This design comes from an exercise in tuning for small area, a short achievable clock period and few clock cycles on the open sky130 flow, not from production work.
Only simulation tests tie the RTL to the original design; equivalence was not proved.

==> run a <==
==> flow/design.v (excerpt) <==
module epsilon_core (
    input  wire         clk,
    input  wire         rst,
    input  wire         req_valid,
    output wire         req_ready,
    input  wire [4:0]   req_op,
    input  wire [127:0] req_a,
    input  wire [127:0] req_b,
    output reg          resp_valid,
    output reg          resp_fault,
    output reg  [1:0]   resp_fc,
    output wire [127:0] resp_y,
    output wire [127:0] resp_z,
    output reg          resp_cf,
    output reg          resp_ir,
    output reg          resp_ex
);
Settings: LEC_CHECK=0, CAP_MARGIN=20, CORE_MARGIN=2, CORE_UTILIZATION=40, PLACE_DENSITY=0.55, SETUP_SLACK_MARGIN=5, SLEW_MARGIN=20, TNS_END_PERCENT=100; clock period 15.0 ns.
run.sh (not shown) runs the stock make flow with config.mk's settings and CLKGATE_MAP_FILE= SYNTH_SCRIPT=/design/flow/synth_recipe.tcl, a recipe that flattens the netlist after the stock synthesis.
==> run b (differences from run a) <==
--- a/flow/design.v
+++ b/flow/design.v
@@ -85,66 +85,44 @@
     wire [128:0] sum  = {1'b0, x1} + {1'b0, x2} + {128'd0, cin};
     wire         cout = sum[128];
     wire a_eq_b  = (A == Bm);
     wire a_lt    = (o_cmps & (A[127] ^ B[127])) ? A[127] : ~cout;
     wire [127:0] cmp_y = {{127{a_lt}}, a_lt | ~a_eq_b};
-    wire         r_f2u  = (req_op == 5'h1C);
-    wire         r_lsh  = (req_op == 5'h14);
-    wire         r_rsh  = (req_op == 5'h15);
-    wire         r_m64  = (req_op == 5'h09);
-    wire         r_s    = req_a[63];
-    wire [10:0]  r_e    = req_a[62:52];
-    wire         r_fz   = (req_a[51:0] == 52'd0);
-    wire         r_left = (r_e >= 11'd1075);             
-    reg          rf_zero, rf_fill, rf_ir, rf_ex_sp, rf_sp;
+    wire         f_s  = A[63];
+    wire [10:0]  f_e  = A[62:52];
+    wire         f_fz = (A[51:0] == 52'd0);
+    wire         f_left = (f_e >= 11'd1075);             
+    reg          f_zero, f_fill, f_ir, f_ex_sp, f_sp;
     always @(*) begin
-        rf_sp = 1'b1; rf_zero = 1'b1; rf_fill = 1'b0; rf_ir = 1'b0; rf_ex_sp = 1'b0;
-        if (r_e == 11'h7FF) begin
-            rf_zero = ~(r_fz & ~r_s); rf_fill = r_fz & ~r_s;
-        end else if (r_e == 11'd0 && r_fz) begin
-            rf_ir = 1'b1; rf_ex_sp = 1'b1;
-        end else if (r_s) begin
-        end else if (r_e == 11'd0) begin
-            rf_ir = 1'b1;
-        end else if (r_e >= 11'd1151) begin
-            rf_zero = 1'b0; rf_fill = 1'b1;
-        end else if (r_e < 11'd1023) begin
-            rf_ir = 1'b1;
+        f_sp = 1'b1; f_zero = 1'b1; f_fill = 1'b0; f_ir = 1'b0; f_ex_sp = 1'b0;
+        if (f_e == 11'h7FF) begin
+            f_zero = ~(f_fz & ~f_s); f_fill = f_fz & ~f_s;
+        end else if (f_e == 11'd0 && f_fz) begin
+            f_ir = 1'b1; f_ex_sp = 1'b1;
+        end else if (f_s) begin
+        end else if (f_e == 11'd0) begin
+            f_ir = 1'b1;
+        end else if (f_e >= 11'd1151) begin
+            f_zero = 1'b0; f_fill = 1'b1;
+        end else if (f_e < 11'd1023) begin
+            f_ir = 1'b1;
         end else begin
-            rf_sp = 1'b0; rf_zero = 1'b0; rf_ir = 1'b1;
+            f_sp = 1'b0; f_zero = 1'b0; f_ir = 1'b1;
         end
     end
-    wire [6:0] r_amt  = r_f2u ? (req_a[58:52] + 7'd77) :           
-                        r_rsh ? (7'd0 - req_b[6:0]) : req_b[6:0];
-    wire [6:0] r_mlo  = r_lsh ? req_b[6:0] : 7'd0;
-    wire [6:0] r_mhi  = r_rsh ? ~req_b[6:0] :
-                        (r_f2u & ~r_left) ? (req_a[58:52] + 7'd1) : 7'd127;    
-    wire       r_big  = (r_lsh | r_rsh) & (|req_b[63:7]);
-    reg  [15:0] r_ga, r_gb, r_gaf;
-    integer gi;
-    always @(*) begin
-        for (gi = 0; gi < 16; gi = gi + 1) begin
-            r_ga[gi] = |req_a[8*gi +: 8];
-            r_gb[gi] = (r_m64 && gi >= 8) ? 1'b0 : |req_b[8*gi +: 8];
-        end
-        for (gi = 0; gi < 16; gi = gi + 1)
-            r_gaf[gi] = |(r_ga >> gi);
-    end
-    wire       r_mulb = ~|(r_gb & ~r_gaf);                 
-    reg        f_zero, f_fill, f_ir, f_ex_sp, f_sp, sh_big, mulb_q;
-    reg  [6:0] sh_amt, m_lo, m_hi;
     wire         rot_f2u = s_exec & o_f2u;
-    wire         mul_b   = mulb_q;                          
+    wire         mul_b   = (lz_b >= lz_a);                  
     wire [7:0]   lz_m    = mul_b ? lz_b : lz_a;             
     wire         rot_b   = s_div2 | (s_exec & o_mul & mul_b);
     wire [127:0] rot_in  = rot_b ? Bm : rot_f2u ? {75'd0, 1'b1, A[51:0]} : A;
     reg  [6:0]   rot_amt;
     always @(*) begin
         if (s_div2)                         rot_amt = lzq[6:0];
         else if (s_df3)                     rot_amt = 7'd0 - lzq[6:0];
-        else if (s_exec & (o_f2u | o_lsh | o_rotl | o_rsh))
-                                            rot_amt = sh_amt;
+        else if (s_exec & o_f2u)            rot_amt = A[58:52] + 7'd77;    
+        else if (s_exec & (o_lsh | o_rotl)) rot_amt = B[6:0];
+        else if (s_exec & o_rsh)            rot_amt = 7'd0 - B[6:0];
         else if (s_exec & o_mul)            rot_amt = {lz_m[6:2], 2'b00};    
         else                                rot_amt = lz_a[6:0];
     end
     function [127:0] rotl128;
         input [127:0] x;
@@ -155,15 +133,19 @@
                 if (r[j]) x = (x << (1 << j)) | (x >> (128 - (1 << j)));
             rotl128 = x;
         end
     endfunction
     wire [127:0] rot_out = rotl128(rot_in, rot_amt);
+    wire [6:0] m_lo = o_lsh ? B[6:0] : 7'd0;
+    wire [6:0] m_hi = o_rsh ? ~B[6:0] :
+                      (o_f2u & ~f_left) ? (A[58:52] + 7'd1) : 7'd127;    
     reg  [127:0] keep;
     integer ki;
     always @(*)
         for (ki = 0; ki < 128; ki = ki + 1)
             keep[ki] = (ki[6:0] >= m_lo) && (ki[6:0] <= m_hi);
+    wire sh_big = (o_lsh | o_rsh) & (|B[63:7]);
     wire f2u_ex = f_sp ? f_ex_sp : ~|(rot_out & ~keep);
     wire [127:0] rm_y = (sh_big | (o_f2u & f_zero)) ? 128'd0 :
                         (o_f2u & f_fill)            ? {128{1'b1}} :
                         (rot_out & keep);
     wire [52:0]  n_m      = A[127:75];
@@ -283,20 +265,10 @@
             o_f2u  <= (req_op == 5'h1C);
             o_u2f  <= (req_op == 5'h1D);
             o_i2f  <= (req_op == 5'h1E);
             o_mul  <= (req_op == 5'h08) | (req_op == 5'h09);
             o_div  <= (req_op == 5'h0C) | (req_op == 5'h0D);
-            f_zero  <= rf_zero;
-            f_fill  <= rf_fill;
-            f_ir    <= rf_ir;
-            f_ex_sp <= rf_ex_sp;
-            f_sp    <= rf_sp;
-            sh_big  <= r_big;
-            sh_amt  <= r_amt;
-            m_lo    <= r_mlo;
-            m_hi    <= r_mhi;
-            mulb_q  <= r_mulb;
         end
         if (s_idle)
             A <= req_a;
         else if (s_exec & o_mul)
             {a_hi, A, a_lo} <= {WW{1'b0}};
Settings changed: CAP_MARGIN 20 to 40, CORE_UTILIZATION 40 to 25, PLACE_DENSITY 0.55 to 0.33, SLEW_MARGIN 20 to 40.
==> flow_metrics.tcl <==
set metrics [dict create \
    place_area_sq_mm 0.113 \
    grt_first_pass_wirelength_mm 1330 \
    failing_step "global routing (5_1_grt)" \
    grtUsageMet3_pct 59.1 \
    error_line "[ERROR GRT-0116] Global routing finished with congestion. Check the congestion regions in the DRC Viewer." \
    cts_buffers 101 \
    outcome "did not finish" \
    synth.top_cell.area_share_pct 13.2 \
]
The numbers above come from run a.

==> flow_metrics.tcl <==
set metrics [dict create \
    nMultiInputCombCells 10500 \
    outcome "timing/DRC/antenna clean" \
    synth.top_cell.area_share_pct 12.6 \
    crit_required_ns 15.86 \
    place_area_sq_mm 0.116 \
    grt_first_pass_wirelength_mm 1360 \
    grtUsageMet3_pct 21.6 \
]
The numbers above come from run b.

Testbench counts of run a, summed over its fixed seeds: cycles 28,407.
Testbench counts of run b, summed over its fixed seeds: cycles 28,400.

## afterwards: timing with drivers on the ports
Ports are ideal in the flow. The routed layout listed here was re-timed in OpenROAD. Step 1 assumes that a clkbuf_16 drives the clock port and a buf_2 every other input. Step 2 adds t to the input delays and takes it off the output delays; t is the mean of the earliest and latest rising clock arrival at the registers after step 1. Input paths then give back, and output paths get back, about the clock's delay inside the block. Three values: ideal, step 1, step 2; two values: the first two.
run: run b
t, ns: 1.082
slack for setup (ns): 4.489 / 4.489 / 4.489
worst setup path at the end: register to register
slew at the worst register clock pin (ns): 0.08 / 0.08
worst data-port slew with drivers (ns): 0.18
After both steps setup and hold are still met in run b. For run b, drivers alone change the setup slack by 0.000 ns; drivers and shift together by 0.000 ns.
